From an optimization exercise on the open Yosys and OpenROAD flow, aimed at small area, a short achievable clock period and few clock cycles per item; shortcuts taken in it are not production practice. Only simulation tests tie the RTL to the original design; equivalence was not proved. No activity file was given, so power comes from the tool's default toggle rates.

ember:
Design chord_mixer, start of the top module:
module chord_mixer (
    input  wire        clk,
    input  wire        rst,
    input  wire        in_valid,
    output wire        in_ready,
    input  wire [1:0]  in_n,
    input  wire [31:0] in_s0,
    input  wire [31:0] in_s1,
    input  wire [31:0] in_s2,
    output wire        out_valid,
    input  wire        out_ready,
    output wire [31:0] out_data
);
==> module mix_fadd_a3, before the edit <==
module mix_fadd_a3 (
    input  wire [30:0] a,
    input  wire [30:0] b,
    input  wire [13:0] o,
    output wire [59:0] g
);
    wire        a_hi = o[13];
    wire [4:0]  ds   = o[12:8];
    wire [7:0]  e_hi = o[7:0];
    wire        na = |a[30:23];
    wire        nb = |b[30:23];
    wire [23:0] m_hi = a_hi ? {na, a[22:0]} : {nb, b[22:0]};
    wire [23:0] m_lo = a_hi ? {nb, b[22:0]} : {na, a[22:0]};
    wire [25:0] l0 = {m_lo, 2'b00};
    wire [25:0] l3 = ds[2] ? {4'b0,  l0[25:5],  |l0[4:0]}        : l0;
    wire [25:0] l4 = ds[3] ? {8'b0,  l3[25:9],  |l3[8:0]}        : l3;
    wire [25:0] al = ds[4] ? {16'b0, l4[25:17], |l4[16:0]}       : l4;
    assign g = {ds[1:0], e_hi, m_hi, al};
endmodule
==> module mix_fadd_s, before the edit <==
module mix_fadd_s (
    input  wire [59:0] g,
    output wire [57:0] f
);
    wire [1:0]  ds = g[59:58];
    wire [25:0] l0 = g[25:0];
    wire [25:0] l1 = ds[0] ? {1'b0,  l0[25:2],  l0[1]   | l0[0]} : l0;
    wire [25:0] al = ds[1] ? {2'b0,  l1[25:3],  |l1[2:0]}        : l1;
    assign f = {g[57:26], al};
endmodule
==> module mix_fadd_b, before the edit <==
module mix_fadd_b (
    input  wire [57:0] f,
    output wire [30:0] y,
    output wire        up
);
    wire [7:0]  e_hi   = f[57:50];
    wire        inf_in = &e_hi;
    wire [23:0] m_hi   = f[49:26];
    wire [23:0] lo     = f[25:2];
    wire        G      = f[1];
    wire        S      = f[0];
    wire [23:0] p = m_hi ^ lo;
    wire [23:0] g = m_hi & lo;
    wire        rup_n = G & (S | p[0]);          
    wire        rup_c = p[0] & (G | S | p[1]);   
    wire        cn    = g[0] | (p[0] & rup_n);   
    wire        cc    = g[0] | rup_c;
    wire [23:1] gp, pp;
    mix_prefix u_pre (.g(g[23:1]), .p(p[23:1]), .G(gp), .P(pp));
    wire [24:1] kn = {gp | (pp & {23{cn}}), cn};
    wire [24:1] kc = {gp | (pp & {23{cc}}), cc};
    wire        co = gp[23] | (pp[23] & g[0]);    
    wire [24:0] sn = {kn[24], p[23:1] ^ kn[23:1], p[0] ^ rup_n};
    wire [23:1] sc = p[23:1] ^ kc[23:1];
    assign      up    = co | sn[24];
    wire [7:0]  e_up  = e_hi + 8'd1;
    wire [7:0]  field = up ? e_up : (sn[23] ? e_hi : 8'd0);
    wire [22:0] man   = co ? sc[23:1] : sn[22:0];
    wire        ov    = up & (&e_hi[7:1]);         
    assign y = (inf_in | ov) ? 31'h7F800000 : {field, man};
endmodule
==> module chord_mixer, before the edit <==
module chord_mixer (
    input  wire        clk,
    input  wire        rst,
    input  wire        in_valid,
    output wire        in_ready,
    input  wire [1:0]  in_n,
    input  wire [31:0] in_s0,
    input  wire [31:0] in_s1,
    input  wire [31:0] in_s2,
    output wire        out_valid,
    input  wire        out_ready,
    output wire [31:0] out_data
);
    reg         v0, v1, v2, v3, v4, v5;      
    reg         t0, t1, t2, t3, t4, t5;      
    reg  [1:0]  n0, n1, n2, n3, n4;
    reg  [30:0] x0, x1, x2;          
    reg  [59:0] f1;                  
    reg  [30:0] y1;
    reg  [30:0] s01;                 
    reg  [30:0] y2;
    reg  [59:0] f3;                  
    reg  [30:0] sum;                 
    reg  [30:0] pre;                 
    reg         rup;
    reg         ov, ovn;             
    reg  [30:0] od;
    reg         sv, st;              
    reg  [30:0] sd;
    reg         hd;                  
    reg         rdy;                 
    wire [7:0]  E0, E1, E2, E3;
    wire [13:0] o1, o2;
    wire [59:0] f1_d;
    wire [57:0] f1s;
    wire [30:0] s01_d;
    wire        up1;
    mix_fadd_e  u_e0 (.e(x0[30:23]), .E(E0));
    mix_fadd_e  u_e1 (.e(x1[30:23]), .E(E1));
    mix_fadd_o  u_o1 (.Ea(E0), .Eb(E1), .o(o1));
    mix_fadd_a3 u_a1 (.a(x0), .b(x1), .o(o1), .g(f1_d));
    mix_fadd_s  u_s1 (.g(f1), .f(f1s));
    mix_fadd_b  u_b1 (.f(f1s), .y(s01_d), .up(up1));
    wire [59:0] f3_d;
    wire [57:0] f3s;
    wire [30:0] sum_d;
    wire        up2;
    mix_fadd_e  u_e2 (.e(s01[30:23]), .E(E2));
    mix_fadd_e  u_e3 (.e(y2[30:23]),  .E(E3));
    mix_fadd_o  u_o2 (.Ea(E2), .Eb(E3), .o(o2));
    mix_fadd_a3 u_a2 (.a(s01), .b(y2), .o(o2), .g(f3_d));
    mix_fadd_s  u_s2 (.g(f3), .f(f3s));
    mix_fadd_b  u_b2 (.f(f3s), .y(sum_d), .up(up2));
    wire [30:0] pre_d;
    wire        rup_d;
    mix_fdiv    u_d  (.x(sum), .n(n4), .y(pre_d), .rup(rup_d));
    wire [30:0] res;
    mix_inc31   u_i  (.x(pre), .c(rup), .y(res));
    wire        pop   = ov & out_ready;
    wire        take  = v5 & (~ov | pop) & (~hd | t5);
    wire        again = v5 & ~take;
    wire        ov_d  = take | (ov & ~pop);
    wire        hd_d  = again | (hd & ~(take & t5));
    wire        acc   = in_valid & rdy;
    always @(posedge clk) begin
        x0  <= sv ? sd : in_s0[30:0];
        x1  <= (~sv & in_n[1]) ? in_s1[30:0] : 31'd0;
        x2  <= (~sv & (in_n == 2'd3)) ? in_s2[30:0] : 31'd0;
        n0  <= sv ? 2'd1 : in_n;
        f1  <= f1_d;   y1 <= x2;  n1 <= n0;
        s01 <= s01_d;  y2 <= y1;  n2 <= n1;
        f3  <= f3_d;              n3 <= n2;
        sum <= sum_d;             n4 <= n3;
        pre <= pre_d;  rup <= rup_d;
        sd  <= res;
        {t0, t1, t2, t3, t4, t5} <= {sv & st, t0, t1, t2, t3, t4};
        st  <= again & (~hd | t5);
        if (take)
            od <= res;
        if (rst) begin
            {v0, v1, v2, v3, v4, v5} <= 6'd0;
            ov  <= 1'b0;
            ovn <= 1'b1;
            sv  <= 1'b0;
            hd  <= 1'b0;
            rdy <= 1'b1;
        end else begin
            {v0, v1, v2, v3, v4, v5} <= {sv | acc, v0, v1, v2, v3, v4};
            ov  <= ov_d;
            ovn <= ~ov_d;
            sv  <= again;
            hd  <= hd_d;
            rdy <= ~again & ~hd_d;
        end
    end
    assign in_ready  = rdy;
    assign out_valid = ~ovn;
    assign out_data  = {1'b0, od};
endmodule
export LEC_CHECK = 0
export ABC_AREA = 1
export CAP_MARGIN = 20
export CORE_MARGIN = 2
export CORE_UTILIZATION = 40
export CTS_CLUSTER_DIAMETER = 120
export CTS_CLUSTER_SIZE = 24
export SLEW_MARGIN = 20
create_clock -name core_clock -period 14.0 [get_ports {clk}]
standard.sh (not shown) runs the stock make flow with config.mk's settings and CLKGATE_MAP_FILE= SYNTH_SCRIPT=/design/flow/synth_recipe.tcl, a recipe that flattens the netlist after the stock synthesis.
==> flow/flow/run.sh <==
#!/bin/bash
# Own layout flow: the standard synthesis and layout, with two changes:
#  - the timing repair after placement, clock tree synthesis and global
#    routing aims for more setup slack than the flow settings allow;
#  - every input and output port still gets a buffer, but a plain buffer
#    (buf_2) rather than the delay cell buffer_ports picks by default.
# The clock period and all constraints stay those of constraint.sdc. Each
# step's output goes to a log of its own in the work folder (ORFS also keeps
# its per-step logs under orfs/).
set -euo pipefail
MARGIN=${MARGIN:-10}
PORTBUF=${PORTBUF:-sky130_fd_sc_hd__buf_2}
bash standard.sh synth > synth.log 2>&1
bash standard.sh finish SETUP_SLACK_MARGIN=$MARGIN \
    "BUFFER_PORTS_ARGS=-inputs -outputs -buffer_cell $PORTBUF" > layout.log 2>&1
Testbench counts of ember, summed over its fixed seeds: cycles 16,056, items 16,000.
Edits applied to the flow inputs when going from ember to zinc:
diff --git a/flow/design.v b/flow/design.v
--- a/flow/design.v
+++ b/flow/design.v
@@ -50,9 +50,10 @@
     input  wire [30:0] b,
     input  wire [13:0] o,
-    output wire [59:0] g
+    output wire [60:0] g
 );
     wire        a_hi = o[13];
     wire [4:0]  ds   = o[12:8];
     wire [7:0]  e_hi = o[7:0];
+    wire        inf_in = (&a[30:23]) | (&b[30:23]);
     wire        na = |a[30:23];
     wire        nb = |b[30:23];
@@ -63,23 +64,23 @@
     wire [25:0] l4 = ds[3] ? {8'b0,  l3[25:9],  |l3[8:0]}        : l3;
     wire [25:0] al = ds[4] ? {16'b0, l4[25:17], |l4[16:0]}       : l4;
-    assign g = {ds[1:0], e_hi, m_hi, al};
+    assign g = {ds[1:0], inf_in, e_hi, m_hi, al};
 endmodule
 module mix_fadd_s (
-    input  wire [59:0] g,
-    output wire [57:0] f
+    input  wire [60:0] g,
+    output wire [58:0] f
 );
-    wire [1:0]  ds = g[59:58];
+    wire [1:0]  ds = g[60:59];
     wire [25:0] l0 = g[25:0];
     wire [25:0] l1 = ds[0] ? {1'b0,  l0[25:2],  l0[1]   | l0[0]} : l0;
     wire [25:0] al = ds[1] ? {2'b0,  l1[25:3],  |l1[2:0]}        : l1;
-    assign f = {g[57:26], al};
+    assign f = {g[58:26], al};
 endmodule
 module mix_fadd_b (
-    input  wire [57:0] f,
+    input  wire [58:0] f,
     output wire [30:0] y,
     output wire        up
 );
+    wire        inf_in = f[58];
     wire [7:0]  e_hi   = f[57:50];
-    wire        inf_in = &e_hi;
     wire [23:0] m_hi   = f[49:26];
     wire [23:0] lo     = f[25:2];
@@ -263,9 +264,9 @@
     reg  [1:0]  n0, n1, n2, n3, n4;
     reg  [30:0] x0, x1, x2;          
-    reg  [59:0] f1;                  
+    reg  [60:0] f1;                  
     reg  [30:0] y1;
     reg  [30:0] s01;                 
     reg  [30:0] y2;
-    reg  [59:0] f3;                  
+    reg  [60:0] f3;                  
     reg  [30:0] sum;                 
     reg  [30:0] pre;                 
@@ -279,6 +280,6 @@
     wire [7:0]  E0, E1, E2, E3;
     wire [13:0] o1, o2;
-    wire [59:0] f1_d;
-    wire [57:0] f1s;
+    wire [60:0] f1_d;
+    wire [58:0] f1s;
     wire [30:0] s01_d;
     wire        up1;
@@ -289,6 +290,6 @@
     mix_fadd_s  u_s1 (.g(f1), .f(f1s));
     mix_fadd_b  u_b1 (.f(f1s), .y(s01_d), .up(up1));
-    wire [59:0] f3_d;
-    wire [57:0] f3s;
+    wire [60:0] f3_d;
+    wire [58:0] f3s;
     wire [30:0] sum_d;
     wire        up2;
Compared with ember, zinc shows utilization of the core after routing higher by 0.70 points.
Combinational power down 6.7% in zinc wrt ember
Status: clock network latency to the later pin of the worst-skew pair parity (ember, zinc)
met2 usage in global routing for zinc: 0.37 points up relative to ember
Sequential group share of total power: zinc vs ember up 1.3 points
Compared with ember, in zinc routing usage on met3 now larger; smallest setup slack after layout now smaller; synthesized cell count held steady.
The lower transition time at the pin with the least slew margin of zinc and ember is in zinc.
Against ember, wire length in zinc rose by a few percent.
Comparing zinc with ember, the setup violation total in the final timing report came out essentially unchanged.
Minimum period implied by the final worst setup slack was lower in ember than in zinc.
Between ember and zinc, the flow reports worst vdd rail ir drop decreasing by more than a quarter.
The via count reported for zinc is higher than the one for ember.
Testbench counts of zinc, summed over its fixed seeds: cycles 16,056, items 16,000.

## re-timing with driven ports
The results above use ideal ports. As a check the final layouts listed here were re-extracted and re-timed, cells and wires unchanged.
Step 1 (the two cells are an assumption about what drives the block):
set clk [get_ports {clk}]
set_driving_cell -lib_cell sky130_fd_sc_hd__clkbuf_16 $clk
set_driving_cell -lib_cell sky130_fd_sc_hd__buf_2 [delete_from_list [all_inputs] $clk]
Step 2 moves the port delays by t, midway between the first and last clock arrival at a register: inputs arrive t later, outputs are due t later. That takes back most of the time a late clock gives input paths.
Slacks: ideal ports / drivers / drivers and shift; pairs: ideal ports / drivers.
| run | t (ns) | setup slack, ns | worst setup path after step 2 |
|---|---|---|---|
| ember | 0.629 | 10.027 / 9.971 / 9.621 | input to register |
| zinc | 0.629 | 9.977 / 9.914 / 9.754 | input to register |
After both steps every run listed still meets setup and hold. For ember, which loses most, drivers alone change the setup slack by -0.056 ns; drivers and shift together by -0.406 ns.
